Background: an optimization exercise with open tools, aiming at small area. Do not read the settings as production practice. The RTL was checked by simulation tests, not by an equivalence proof against the original design. Power and IR drop assume default switching activity.

==> design.v <==
module cp_ledmode (
    input  wire       presence,
    input  wire [1:0] size_match,
    input  wire [2:0] last_op,
    input  wire       ctx_gerr,
    input  wire       ctx_act,
    output reg  [2:0] led_mode
);
    localparam M_OFF  = 3'd0, M_ON = 3'd1, M_SLOW = 3'd2, M_FAST = 3'd3, M_DATA = 3'd4;
    localparam SM_MATCH = 2'd1, SM_MISMATCH = 2'd2;
    localparam R_SUCCESS = 3'd1, R_VERIFY = 3'd2, R_READ = 3'd3, R_WRITE = 3'd4;
    always @* begin
        if (ctx_gerr)
            led_mode = M_FAST;
        else if (ctx_act)
            led_mode = M_DATA;
        else if (last_op == R_SUCCESS)
            led_mode = M_ON;
        else if (last_op == R_VERIFY || last_op == R_READ || last_op == R_WRITE)
            led_mode = M_FAST;
        else if (!presence)
            led_mode = M_OFF;
        else if (size_match == SM_MATCH)
            led_mode = M_SLOW;
        else if (size_match == SM_MISMATCH)
            led_mode = M_FAST;
        else
            led_mode = M_OFF;
    end
endmodule
module cp_debounce #(
    parameter D    = 3,
    parameter DB_W = 4
) (
    input  wire clk,
    input  wire rst,
    input  wire en,       
    input  wire level,    
    output wire press     
);
    localparam S_IDLE = 2'd0, S_PEND = 2'd1, S_CONF = 2'd2, S_REL = 2'd3;
    reg [1:0]      state, state_n;
    reg [DB_W-1:0] cnt, cnt_n;
    reg            e;
    wire [DB_W:0]  cnt_inc = {1'b0, cnt} + 1'b1;
    always @* begin
        state_n = state;
        cnt_n   = cnt;
        e       = 1'b0;
        case (state)
            S_IDLE: begin
                if (level) begin state_n = S_PEND; cnt_n = 1; end
                else       begin state_n = S_IDLE; cnt_n = 0; end
            end
            S_PEND: begin
                if (!level) begin
                    state_n = S_IDLE; cnt_n = 0;
                end else if (cnt_inc >= D) begin
                    state_n = S_CONF; cnt_n = 0; e = 1'b1;
                end else begin
                    cnt_n = cnt_inc[DB_W-1:0];
                end
            end
            S_CONF: begin
                if (level) begin state_n = S_CONF; cnt_n = 0; end
                else       begin state_n = S_REL;  cnt_n = 1; end
            end
            default: begin  
                if (level) begin
                    state_n = S_CONF; cnt_n = 0;
                end else if (cnt_inc >= D) begin
                    state_n = S_IDLE; cnt_n = 0;
                end else begin
                    cnt_n = cnt_inc[DB_W-1:0];
                end
            end
        endcase
    end
    always @(posedge clk) begin
        if (rst) begin
            state <= S_IDLE;
            cnt   <= 0;
        end else if (en) begin
            state <= state_n;
            cnt   <= cnt_n;
        end
    end
    assign press = en & e;
endmodule
module cp_blink #(
    parameter N_SLOW   = 25,
    parameter M_FAST   = 5,
    parameter CNT_W    = 8,
    parameter BOOT_LEN = 16
) (
    input  wire        clk,
    input  wire        rst,
    input  wire        tick,
    input  wire        fatal,
    input  wire [47:0] led_modes,    
    output reg  [15:0] led_visible,
    output reg         boot_done
);
    localparam MD_OFF = 3'd0, MD_ON = 3'd1, MD_SLOW = 3'd2, MD_FAST = 3'd3, MD_DATA = 3'd4;
    reg [CNT_W-1:0] cnt [0:15];
    reg [15:0]      lvl;
    reg [4:0]       boot_ctr;
    reg [CNT_W-1:0] cnt_n [0:15];
    reg [15:0]      lvl_n;
    reg [CNT_W:0]   inc;
    integer i;
    always @* begin
        for (i = 0; i < 16; i = i + 1) begin
            inc      = {1'b0, cnt[i]} + 1'b1;
            cnt_n[i] = cnt[i];
            lvl_n[i] = lvl[i];
            case (led_modes[3*i +: 3])
                MD_OFF:  begin cnt_n[i] = 0; lvl_n[i] = 1'b0; end
                MD_ON:   begin cnt_n[i] = 0; lvl_n[i] = 1'b1; end
                MD_SLOW: begin
                    if (inc >= N_SLOW) begin cnt_n[i] = 0; lvl_n[i] = ~lvl[i]; end
                    else                     cnt_n[i] = inc[CNT_W-1:0];
                end
                MD_FAST: begin
                    if (inc >= M_FAST) begin cnt_n[i] = 0; lvl_n[i] = ~lvl[i]; end
                    else                     cnt_n[i] = inc[CNT_W-1:0];
                end
                MD_DATA: begin cnt_n[i] = 0; lvl_n[i] = ~lvl[i]; end
                default: ;
            endcase
        end
    end
    always @(posedge clk) begin
        if (rst) begin
            for (i = 0; i < 16; i = i + 1) cnt[i] <= 0;
            lvl         <= 16'h0000;
            boot_ctr    <= 5'd0;
            boot_done   <= 1'b0;
            led_visible <= 16'h0000;
        end else if (tick && !fatal) begin
            if (!boot_done) begin
                if (boot_ctr < BOOT_LEN) begin
                    led_visible <= 16'h0001 << boot_ctr;
                    boot_ctr    <= boot_ctr + 1'b1;
                end else begin
                    led_visible <= 16'h0000;
                    boot_done   <= 1'b1;
                end
            end else begin
                for (i = 0; i < 16; i = i + 1) cnt[i] <= cnt_n[i];
                lvl         <= lvl_n;
                led_visible <= lvl_n;
            end
        end
    end
endmodule
module cp_controller #(
    parameter T_SETTLE = 2,
    parameter SETTLE_W = 16,
    parameter SIZE_W   = 32
) (
    input  wire              clk,
    input  wire              rst,
    input  wire              res_ok,
    input  wire              boot_done,
    input  wire [1:0]        evt,         
    input  wire              fa_rsp,
    input  wire [2:0]        fa_status,
    input  wire              fa_flag,
    input  wire [SIZE_W-1:0] fa_size,
    output reg  [3:0]        phase,
    output reg  [3:0]        mux_addr,
    output reg               fa_req,
    output reg  [2:0]        fa_cmd,
    output reg               arch_req,
    output reg               gerr,
    output reg  [2:0]        run_err,
    output reg  [2:0]        fatal_code,
    output wire [143:0]      records      
);
    localparam PH_BOOT = 4'd0, PH_IDLE = 4'd1, PH_START = 4'd2, PH_SELECT = 4'd3,
               PH_SETTLE = 4'd4, PH_DETECT = 4'd5, PH_READ = 4'd6, PH_ARCHIVE = 4'd7,
               PH_WRITE = 4'd8, PH_VERIFY = 4'd9, PH_NEXT = 4'd10, PH_FATAL = 4'd11;
    localparam WF_NONE = 2'd0, WF_CHECK = 2'd1, WF_WRITE = 2'd2;
    localparam SM_UNKNOWN = 2'd0, SM_MATCH = 2'd1, SM_MISMATCH = 2'd2;
    localparam R_NONE = 3'd0, R_SUCCESS = 3'd1, R_VERIFY = 3'd2, R_READ = 3'd3, R_WRITE = 3'd4;
    localparam E_OK = 3'd0, E_NOCHIP = 3'd1, E_READ = 3'd3, E_WRITE = 3'd4, E_VERIFY = 3'd5,
               E_BUSY = 3'd6, E_RANGE = 3'd7;
    localparam C_NONE = 3'd0, C_DETECT = 3'd1, C_READ = 3'd2, C_WRITE = 3'd3, C_VERIFY = 3'd4;
    reg [15:0] pres;
    reg [1:0]  sm  [0:15];
    reg [2:0]  res [0:15];
    reg [2:0]  led [0:15];
    reg [1:0]          wf;
    reg [4:0]          cur;
    reg [SETTLE_W-1:0] settle_ctr;
    reg                act;
    reg                ref_valid;
    reg [SIZE_W-1:0]   ref_size;
    reg [15:0]         pres_n;
    reg [1:0]          sm_n  [0:15];
    reg [2:0]          res_n [0:15];
    reg [3:0]          phase_n;
    reg [1:0]          wf_n;
    reg [4:0]          cur_n;
    reg [SETTLE_W-1:0] settle_n;
    reg                gerr_n, act_n, ref_valid_n;
    reg [SIZE_W-1:0]   ref_size_n;
    reg [2:0]          run_err_n, fatal_code_n;
    reg [3:0]          mux_n;
    reg                rederive;
    reg [4:0]          nxt;
    integer i;
    wire cls_pres = (fa_status == E_OK) && fa_flag;
    wire cls_abs  = (fa_status == E_NOCHIP) || ((fa_status == E_OK) && !fa_flag);
    always @* begin
        pres_n = pres;
        for (i = 0; i < 16; i = i + 1) begin
            sm_n[i]  = sm[i];
            res_n[i] = res[i];
        end
        phase_n      = phase;
        wf_n         = wf;
        cur_n        = cur;
        settle_n     = settle_ctr;
        gerr_n       = gerr;
        act_n        = act;
        ref_valid_n  = ref_valid;
        ref_size_n   = ref_size;
        run_err_n    = run_err;
        fatal_code_n = fatal_code;
        mux_n        = mux_addr;
        rederive     = 1'b0;
        fa_req       = 1'b0;
        fa_cmd       = C_NONE;
        arch_req     = 1'b0;
        nxt          = cur + 1'b1;
        if (fa_rsp) begin
            case (phase)
                PH_DETECT: begin
                    if (cur == 0) begin
                        if (cls_pres) begin
                            pres_n[0]   = 1'b1;
                            sm_n[0]     = SM_MATCH;
                            ref_size_n  = fa_size;
                            ref_valid_n = 1'b1;
                            rederive    = 1'b1;
                            if (wf == WF_WRITE) begin
                                act_n   = 1'b1;
                                fa_req  = 1'b1;
                                fa_cmd  = C_READ;
                                phase_n = PH_READ;
                            end else begin
                                phase_n = PH_NEXT;
                            end
                        end else begin
                            pres_n[0] = 1'b0;
                            gerr_n    = 1'b1;
                            run_err_n = E_NOCHIP;
                            act_n     = 1'b0;
                            wf_n      = WF_NONE;
                            phase_n   = PH_IDLE;
                            rederive  = 1'b1;
                        end
                    end else begin
                        if (cls_pres) begin
                            pres_n[cur[3:0]] = 1'b1;
                            sm_n[cur[3:0]]   = (fa_size == ref_size) ? SM_MATCH : SM_MISMATCH;
                        end else if (cls_abs) begin
                            pres_n[cur[3:0]] = 1'b0;
                            sm_n[cur[3:0]]   = SM_UNKNOWN;
                        end else begin
                            pres_n[cur[3:0]] = 1'b1;
                            sm_n[cur[3:0]]   = SM_MISMATCH;
                        end
                        rederive = 1'b1;
                        phase_n  = PH_NEXT;
                    end
                end
                PH_READ: begin
                    if (fa_status == E_OK) begin
                        res_n[0] = R_SUCCESS;
                        act_n    = 1'b0;
                        rederive = 1'b1;
                        phase_n  = PH_ARCHIVE;
                    end else begin
                        res_n[0]  = R_READ;
                        gerr_n    = 1'b1;
                        run_err_n = E_READ;
                        act_n     = 1'b0;
                        wf_n      = WF_NONE;
                        phase_n   = PH_IDLE;
                        rederive  = 1'b1;
                    end
                end
                PH_WRITE: begin
                    if (fa_status == E_OK) begin
                        fa_req  = 1'b1;
                        fa_cmd  = C_VERIFY;
                        phase_n = PH_VERIFY;
                    end else begin
                        case (fa_status)
                            E_READ:   res_n[cur[3:0]] = R_READ;
                            E_VERIFY: res_n[cur[3:0]] = R_VERIFY;
                            default:  res_n[cur[3:0]] = R_WRITE;
                        endcase
                        act_n    = 1'b0;
                        rederive = 1'b1;
                        phase_n  = PH_NEXT;
                    end
                end
                PH_VERIFY: begin
                    if (fa_status == E_OK)
                        res_n[cur[3:0]] = fa_flag ? R_SUCCESS : R_VERIFY;
                    else if (fa_status == E_READ)
                        res_n[cur[3:0]] = R_READ;
                    else if (fa_status == E_WRITE)
                        res_n[cur[3:0]] = R_WRITE;
                    else
                        res_n[cur[3:0]] = R_VERIFY;
                    act_n    = 1'b0;
                    rederive = 1'b1;
                    phase_n  = PH_NEXT;
                end
                default: ;
            endcase
        end else begin
            case (phase)
                PH_BOOT: if (boot_done) phase_n = PH_IDLE;
                PH_START: begin
                    gerr_n      = 1'b0;
                    run_err_n   = E_OK;
                    act_n       = 1'b0;
                    ref_valid_n = 1'b0;
                    cur_n       = 5'd0;
                    if (wf == WF_CHECK) begin
                        for (i = 0; i < 16; i = i + 1) begin
                            pres_n[i] = 1'b0;
                            sm_n[i]   = SM_UNKNOWN;
                            res_n[i]  = R_NONE;
                        end
                    end else begin
                        pres_n[0] = 1'b0;
                        sm_n[0]   = SM_UNKNOWN;
                        res_n[0]  = R_NONE;
                    end
                    rederive = 1'b1;
                    phase_n  = PH_SELECT;
                end
                PH_SELECT: begin
                    if (cur > 5'd15) begin
                        phase_n      = PH_FATAL;
                        fatal_code_n = E_RANGE;
                    end else begin
                        mux_n    = cur[3:0];
                        settle_n = T_SETTLE;
                        if (wf == WF_WRITE && cur != 0) begin
                            act_n    = 1'b1;
                            rederive = 1'b1;
                        end
                        phase_n = PH_SETTLE;
                    end
                end
                PH_SETTLE: begin
                    if (settle_ctr != 0) begin
                        settle_n = settle_ctr - 1'b1;
                    end else if (cur == 0 || wf == WF_CHECK) begin
                        fa_req  = 1'b1;
                        fa_cmd  = C_DETECT;
                        phase_n = PH_DETECT;
                    end else begin
                        fa_req  = 1'b1;
                        fa_cmd  = C_WRITE;
                        phase_n = PH_WRITE;
                    end
                end
                PH_ARCHIVE: begin
                    arch_req = 1'b1;
                    phase_n  = PH_NEXT;
                end
                PH_NEXT: begin
                    if (nxt == 5'd16) begin
                        wf_n    = WF_NONE;
                        phase_n = PH_IDLE;
                    end else begin
                        cur_n = nxt;
                        if (wf == WF_CHECK || sm[nxt[3:0]] == SM_MATCH)
                            phase_n = PH_SELECT;
                        else
                            phase_n = PH_NEXT;
                    end
                end
                default: ;  
            endcase
        end
        if (phase == PH_IDLE) begin
            if (evt[0]) begin
                wf_n    = WF_CHECK;
                phase_n = PH_START;
            end else if (evt[1]) begin
                wf_n    = WF_WRITE;
                phase_n = PH_START;
            end
        end
        if (rst) begin
            fa_req   = 1'b0;
            fa_cmd   = C_NONE;
            arch_req = 1'b0;
        end
    end
    wire [47:0] mode_new;
    genvar g;
    generate
        for (g = 0; g < 16; g = g + 1) begin : g_mode
            cp_ledmode u_mode (
                .presence  (pres_n[g]),
                .size_match(sm_n[g]),
                .last_op   (res_n[g]),
                .ctx_gerr  (gerr_n),
                .ctx_act   (act_n && (cur_n == g)),
                .led_mode  (mode_new[3*g +: 3])
            );
            assign records[9*g +: 9] = {pres[g], sm[g], res[g], led[g]};
        end
    endgenerate
    always @(posedge clk) begin
        if (rst) begin
            pres <= 16'h0000;
            for (i = 0; i < 16; i = i + 1) begin
                sm[i]  <= SM_UNKNOWN;
                res[i] <= R_NONE;
                led[i] <= 3'd0;
            end
            phase      <= res_ok ? PH_BOOT : PH_FATAL;
            fatal_code <= res_ok ? E_OK : E_BUSY;
            wf         <= WF_NONE;
            cur        <= 5'd0;
            settle_ctr <= 0;
            gerr       <= 1'b0;
            act        <= 1'b0;
            ref_valid  <= 1'b0;
            ref_size   <= 0;
            run_err    <= E_OK;
            mux_addr   <= 4'd0;
        end else begin
            pres <= pres_n;
            for (i = 0; i < 16; i = i + 1) begin
                sm[i]  <= sm_n[i];
                res[i] <= res_n[i];
                if (rederive) led[i] <= mode_new[3*i +: 3];
            end
            phase      <= phase_n;
            fatal_code <= fatal_code_n;
            wf         <= wf_n;
            cur        <= cur_n;
            settle_ctr <= settle_n;
            gerr       <= gerr_n;
            act        <= act_n;
            ref_valid  <= ref_valid_n;
            ref_size   <= ref_size_n;
            run_err    <= run_err_n;
            mux_addr   <= mux_n;
        end
    end
endmodule
module cp_slot_engine (
    input  wire        clk,
    input  wire        rst,
    input  wire [3:0]  dip,
    input  wire        res_ok,
    input  wire        tick,
    input  wire        sample,
    input  wire        btn_check,
    input  wire        btn_write,
    input  wire        fa_rsp,
    input  wire [2:0]  fa_status,
    input  wire        fa_flag,
    input  wire [31:0] fa_size,
    input  wire [3:0]  st_idx,
    output wire [3:0]  mux_addr,
    output wire [15:0] led,
    output wire        fa_req,
    output wire [2:0]  fa_cmd,
    output wire [3:0]  fa_speed,
    output wire        arch_req,
    output wire        busy,
    output wire        ready,
    output wire        gerr,
    output wire        fatal,
    output wire [2:0]  run_err,
    output wire [2:0]  fatal_code,
    output wire [1:0]  evt,
    output wire [8:0]  st_data
);
    localparam PH_BOOT = 4'd0, PH_IDLE = 4'd1, PH_FATAL = 4'd11;
    wire [3:0]   phase;
    wire         boot_done;
    wire [143:0] records;
    reg  [3:0]   speed_cfg;
    always @(posedge clk)
        if (rst) speed_cfg <= dip;
    wire sample_en = sample && !rst && (phase != PH_FATAL);
    cp_debounce u_db_check (
        .clk(clk), .rst(rst), .en(sample_en), .level(btn_check), .press(evt[0])
    );
    cp_debounce u_db_write (
        .clk(clk), .rst(rst), .en(sample_en), .level(btn_write), .press(evt[1])
    );
    wire [47:0] led_modes;
    genvar g;
    generate
        for (g = 0; g < 16; g = g + 1) begin : g_modes
            assign led_modes[3*g +: 3] = records[9*g +: 3];
        end
    endgenerate
    cp_blink u_blink (
        .clk        (clk),
        .rst        (rst),
        .tick       (tick),
        .fatal      (phase == PH_FATAL),
        .led_modes  (led_modes),
        .led_visible(led),
        .boot_done  (boot_done)
    );
    cp_controller u_ctl (
        .clk       (clk),
        .rst       (rst),
        .res_ok    (res_ok),
        .boot_done (boot_done),
        .evt       (evt),
        .fa_rsp    (fa_rsp),
        .fa_status (fa_status),
        .fa_flag   (fa_flag),
        .fa_size   (fa_size),
        .phase     (phase),
        .mux_addr  (mux_addr),
        .fa_req    (fa_req),
        .fa_cmd    (fa_cmd),
        .arch_req  (arch_req),
        .gerr      (gerr),
        .run_err   (run_err),
        .fatal_code(fatal_code),
        .records   (records)
    );
    assign fa_speed = speed_cfg;
    assign busy     = (phase != PH_IDLE);
    assign ready    = (phase != PH_BOOT) && (phase != PH_FATAL);
    assign fatal    = (phase == PH_FATAL);
    assign st_data  = records[9*st_idx +: 9];
endmodule
==> run.sh <==
#!/bin/bash
# synth_recipe.tcl (not shown) runs the flow's synth.tcl, then flattens the netlist and writes it again
# the make line also repeats each setting of config.mk as NAME=value (left out here)
make -C /OpenROAD-flow-scripts/flow DESIGN_CONFIG=/design/flow/config.mk WORK_HOME=/design/flow/orfs CLKGATE_MAP_FILE= SYNTH_SCRIPT=/design/flow/synth_recipe.tcl finish
==> config.mk <==
export PLATFORM = sky130hd
export DESIGN_NAME = cp_slot_engine
export DESIGN_NICKNAME = cp_slot_engine
export VERILOG_FILES = /design/flow/design.v
export SDC_FILE = /design/flow/constraint.sdc
export NUM_CORES = 4
export LEC_CHECK = 0
export CAP_MARGIN = 20
export CORE_MARGIN = 2
export CORE_UTILIZATION = 40
export SLEW_MARGIN = 20
==> constraint.sdc <==
create_clock -name core_clock -period 10.0 [get_ports {clk}]
set_input_delay 2.0000 -clock core_clock [delete_from_list [all_inputs] [get_ports {clk}]]
set_output_delay 2.0000 -clock core_clock [all_outputs]
set_load 0.01 [all_outputs]
==> metrics.md <==
| Metric | Value |
|---|---|
| Outcome | `finished clean` |
| Switching power | `1.19 mW` |
| Avg Inst Size Synth | `7.94 sq um` |
| Hold Path Cell Cnt | `1` |
| Fin nets | `3325` |
| Distinct cells, synth | `108` |
| Cts repair resizes | `0` |
| Worst-path cell chain | `clkdlybuf4s50_1 -> nor4b_2 -> buf_4 -> nand2_1 -> nor2_1 -> nor3_1 -> a211oi_1 -> clkdlybuf4s50_1` |
| Filler cells | `6074` |
| CTS Buffer Depth | `3` |
| Area after DPL | `27100 sq um` |
| CP max stage delay | `700 ps` |
| Total Power | `4.18 mW` |
| Boundary Pins | `102` |
| Post-Syn Area | `25600 sq um` |
| Avg WL per Cell | `21.6 microns` |
| Period utilisation layout | `66.9%` |
| Die area | `66100 sq um` |
| Minimum clock period after layout | `6690 ps` |
| CP max FO | `16` |
| Std-Cell Rows | `92` |
| Maximum VDD drop | `0.000115 V` |
| Arr. time, crit path | `4690 ps` |
| Final setup violation count | `0` |
| WP buf/inv | `3` |
| Post-synth top area share | `30.4%` |
| Worst-path clk slew | `60 ps` |
| Combinational power share | `13.1%` |
| Commonest cells post-synth | `389 x dfxtp_1, 345 x nand2_1, 303 x nor2_1` |
| Synth Instances | `3227` |
| Top-count cell post-synth | `dfxtp_1` |
| Total iterations of the first detailed-routing run | `8` |
| IO Port Bufs | `100` |
| All-Layer GR Usage | `25.6%` |
| # DRC | `0` |
| Vias in the first global route | `23350` |
| Slew headroom | `19.8%` |
| Sw frac | `28.5%` |
| P&R area growth vs syn | `12.5%` |
| CTS tree | `built` |
| Initial DRC count | `2493` |
| Pint | `2.99 mW` |
| Via count | `25276` |
| Worst reg-to-reg path cell count | `12` |
| Largest delay share family, worst path | `buffers and inverters` |
| CORE AREA | `63200 sq um` |
| Clock network fraction of total power | `46.5%` |
| Ys Warns | `17` |
| Largest net degree at the start of global routing | `156` |
| Num CTS Buffers | `50` |
| GPL Wtd Cong | `1.00` |
| Layout cells sized above 1 | `8.43%` |
| Die Width | `257 microns` |
| Ys flop type | `dfxtp_1` |
| Clk sinks | `395` |
| Remaining global-route overflow | `0` |
| Critical Path Sink Type | `output port` |
| Syn nets | `3355` |
| Sequential Power Share | `40.4%` |
| Dominant cells by area after synthesis | `dfxtp_1 30%, nand2_1 5.1%, a21oi_1 4.7%, nor2_1 4.4%, mux4_2 4.0%` |
| Static Leakage | `10.6 nW` |
| Starting density of the core | `40.6%` |
| Maxcap violations | `0` |
| RSZ-0062 raised after global routing | `no` |
| Slew Viols, Final | `0` |
| CP max stage cell | `clkdlybuf4s50_1` |
| Upper clock frequency limit | `150 MHz` |
| Post-synthesis sequential area ratio | `31.1%` |
| Initial antenna violation count | `1` |
| Hold Buf Count CTS | `0` |
| H-tree lvl count | `2` |
| Hold crit path type | `reg -> reg` |
| Fin area | `28800 sq um` |
| Seq cells post-synth | `395` |
| Type of the worst setup path | `in -> out` |
| Cell taking the most area after synthesis | `dfxtp_1` |
| Worst skew pair latency | `610 ps` |
| WL final | `88200 microns` |
| Hold_ws | `448 ps` |
| Post-route ant nets | `0` |
| CTS Root Cell | `clkbuf_16` |
| Setup TNS | `0 ps` |
| WP depth | `8` |
| First-pass GRT wire length | `135000 microns` |
| Half-perimeter wire length after detailed placement | `62900 microns` |
| Post-synth ARST share | `0%` |
| Worst setup SP type | `primary input` |
| Critical Path Most Common Cell | `clkdlybuf4s50_1` |
| Pwr dens | `145 nW/um^2` |
| Hold Fails Final Rpt | `0` |
| WP data required | `8000 ps` |
| Post-CTS Setup Inserts | `0` |
| Worst Max-Slew Pin Slew | `1190 ps` |
| Vias per cell | `6.19` |
| Clock Skews | `18.3 ps` |
| Chip height | `257 microns` |
| Post-synth EDFFs | `6` |
## per-stage QoR
stage	util, %	cells	setup slack (ps)
detailed placement	42.9	3991	3340
finish	45.6	4084	3310
floorplan	-	3227	3980
global placement	42.9	3991	3330
global route	45.6	4083	3180
CTS	45.6	4083	3330
## final timing paths
| kind | start | end | slack (ps) |
|---|---|---|---|
| max | fa_status[0] | fa_req | 3310 |
| min | u_blink.cnt[7][6] | u_blink.cnt[7][6] | 450 |
| min reg2reg | u_blink.cnt[7][6] | u_blink.cnt[7][6] | 450 |
| max reg2reg | u_ctl.cur[0] | u_ctl.led[11][0] | 5170 |
## sequential cells by signal, summed over array words and instances, names as in the netlist, 4 cells and up, named ones only
register	flops
u_db_write.cnt	4
speed_cfg	4
u_blink.cnt	128
u_ctl.phase	4
u_ctl.pres	16
u_ctl.settle_ctr	16
u_blink.boot_ctr	5
u_ctl.mux_addr	4
u_ctl.sm	32
u_blink.lvl	16
u_ctl.led	48
u_ctl.ref_size	32
u_blink.led_visible	16
u_ctl.cur	5
u_db_check.cnt	4
u_ctl.res	48
## layout make-up
type / count / area (sq um) / share of cell area (%)
clock buffers: 69 / 1420 / 4.94
well taps: 846 / 1060 / 3.67
inverters: 109 / 409 / 1.42
repair buffers: 135 / 1270 / 4.40
flip-flops and latches: 395 / 7970 / 27.6
multi-input cells: 2506 / 16400 / 56.8
diodes: 1 / 2.50 / 0.00868
clock inverters: 23 / 322 / 1.12
## cell families after synthesis
family	after synthesis	synth area share (%)
simple gates	1282	25.4
flops	395	31.1
xor+xnor	113	3.86
other cells	1	0.0146
compound gates	902	23.5
fa+ha+maj	89	4.22
buf+inv	326	5.05
mux	119	6.93
## metal layers
layer | vias to the layer above | wire length [microns] | global-route usage [%]
met5 | - | 12 | 0
met4 | 2 | 4310 | 12.0
met3 | 230 | 6860 | 4.92
met2 | 1106 | 39800 | 41.1
met1 | 12184 | 37200 | 33.2
li1 | 11754 | - | -
## worst reg2reg max path: stages (launching register included)
cell and delay [ps]:
dfxtp_1 730, ha_1 250, buf_4 310, nand3_1 380, inv_1 390, ha_1 260, o21ai_0 190, nor3_1 470
o221ai_2 440, a221oi_2 810, a21oi_1 230, o21ai_0 160, a31oi_1 60
## power by group through the flow
stage | Sequential, mW | Combinational, mW | Clock (mW)
3_5_place_dp | 1.72 | 0.535 | 0
6_report | 1.69 | 0.549 | 1.94
3_3_place_gp | 1.72 | 0.527 | 0
4_1_cts | 1.69 | 0.538 | 1.98
2_1_floorplan | 1.68 | 0.372 | 0
5_1_grt | 1.69 | 0.591 | 2.04
## layout by cell type (no fill, tap or decap), types with 17 or more instances in the layout
cell             instances
a211oi_1                30
a21o_1                  29
a21oi_1                240
a22oi_1                 46
a311oi_1                21
a31oi_1                 43
and2_1                  47
and3_1                  91
buf_4                   35
clkbuf_16               51
clkdlybuf4s50_1         96
dfxtp_1                389
ha_1                    76
inv_1                  107
mux2_2                  18
mux2i_1                 56
mux4_2                  45
nand2_1                344
nand2b_1                45
nand3_1                124
nand3b_1                25
nand4_1                 18
nor2_1                 301
nor2b_1                 35
nor3_1                  88
nor3b_1                 20
nor4_1                  18
o211a_1                 17
o211ai_1                35
o21a_1                  17
o21ai_0                178
o22ai_1                 26
o31ai_1                 29
or2_2                   18
or3_1                   17
xnor2_1                 72
xor2_1                  41

-- port drivers added, routing unchanged --
The results above use ideal ports. As a check the final layout listed here was re-extracted and re-timed, cells and wires unchanged.
Step 1, drivers: a clkbuf_16 drives clk and a buf_2 each remaining input, both assumed.
Step 2, shift: input delay + t, output delay - t, t = (earliest + latest rising clock arrival at the registers) / 2. This alone moves slack from input paths to output paths.
a / b / c = ideal ports / drivers / drivers and shift; a / b = the first two.
t, ns: 0.659
setup WS [ns]: 3.314 / 3.295 / 3.295
cell pins on the clock port's net: 1
After both steps this run still meets setup and hold. The setup slack of this run moves by -0.019 ns with the drivers and by -0.019 ns with both steps.
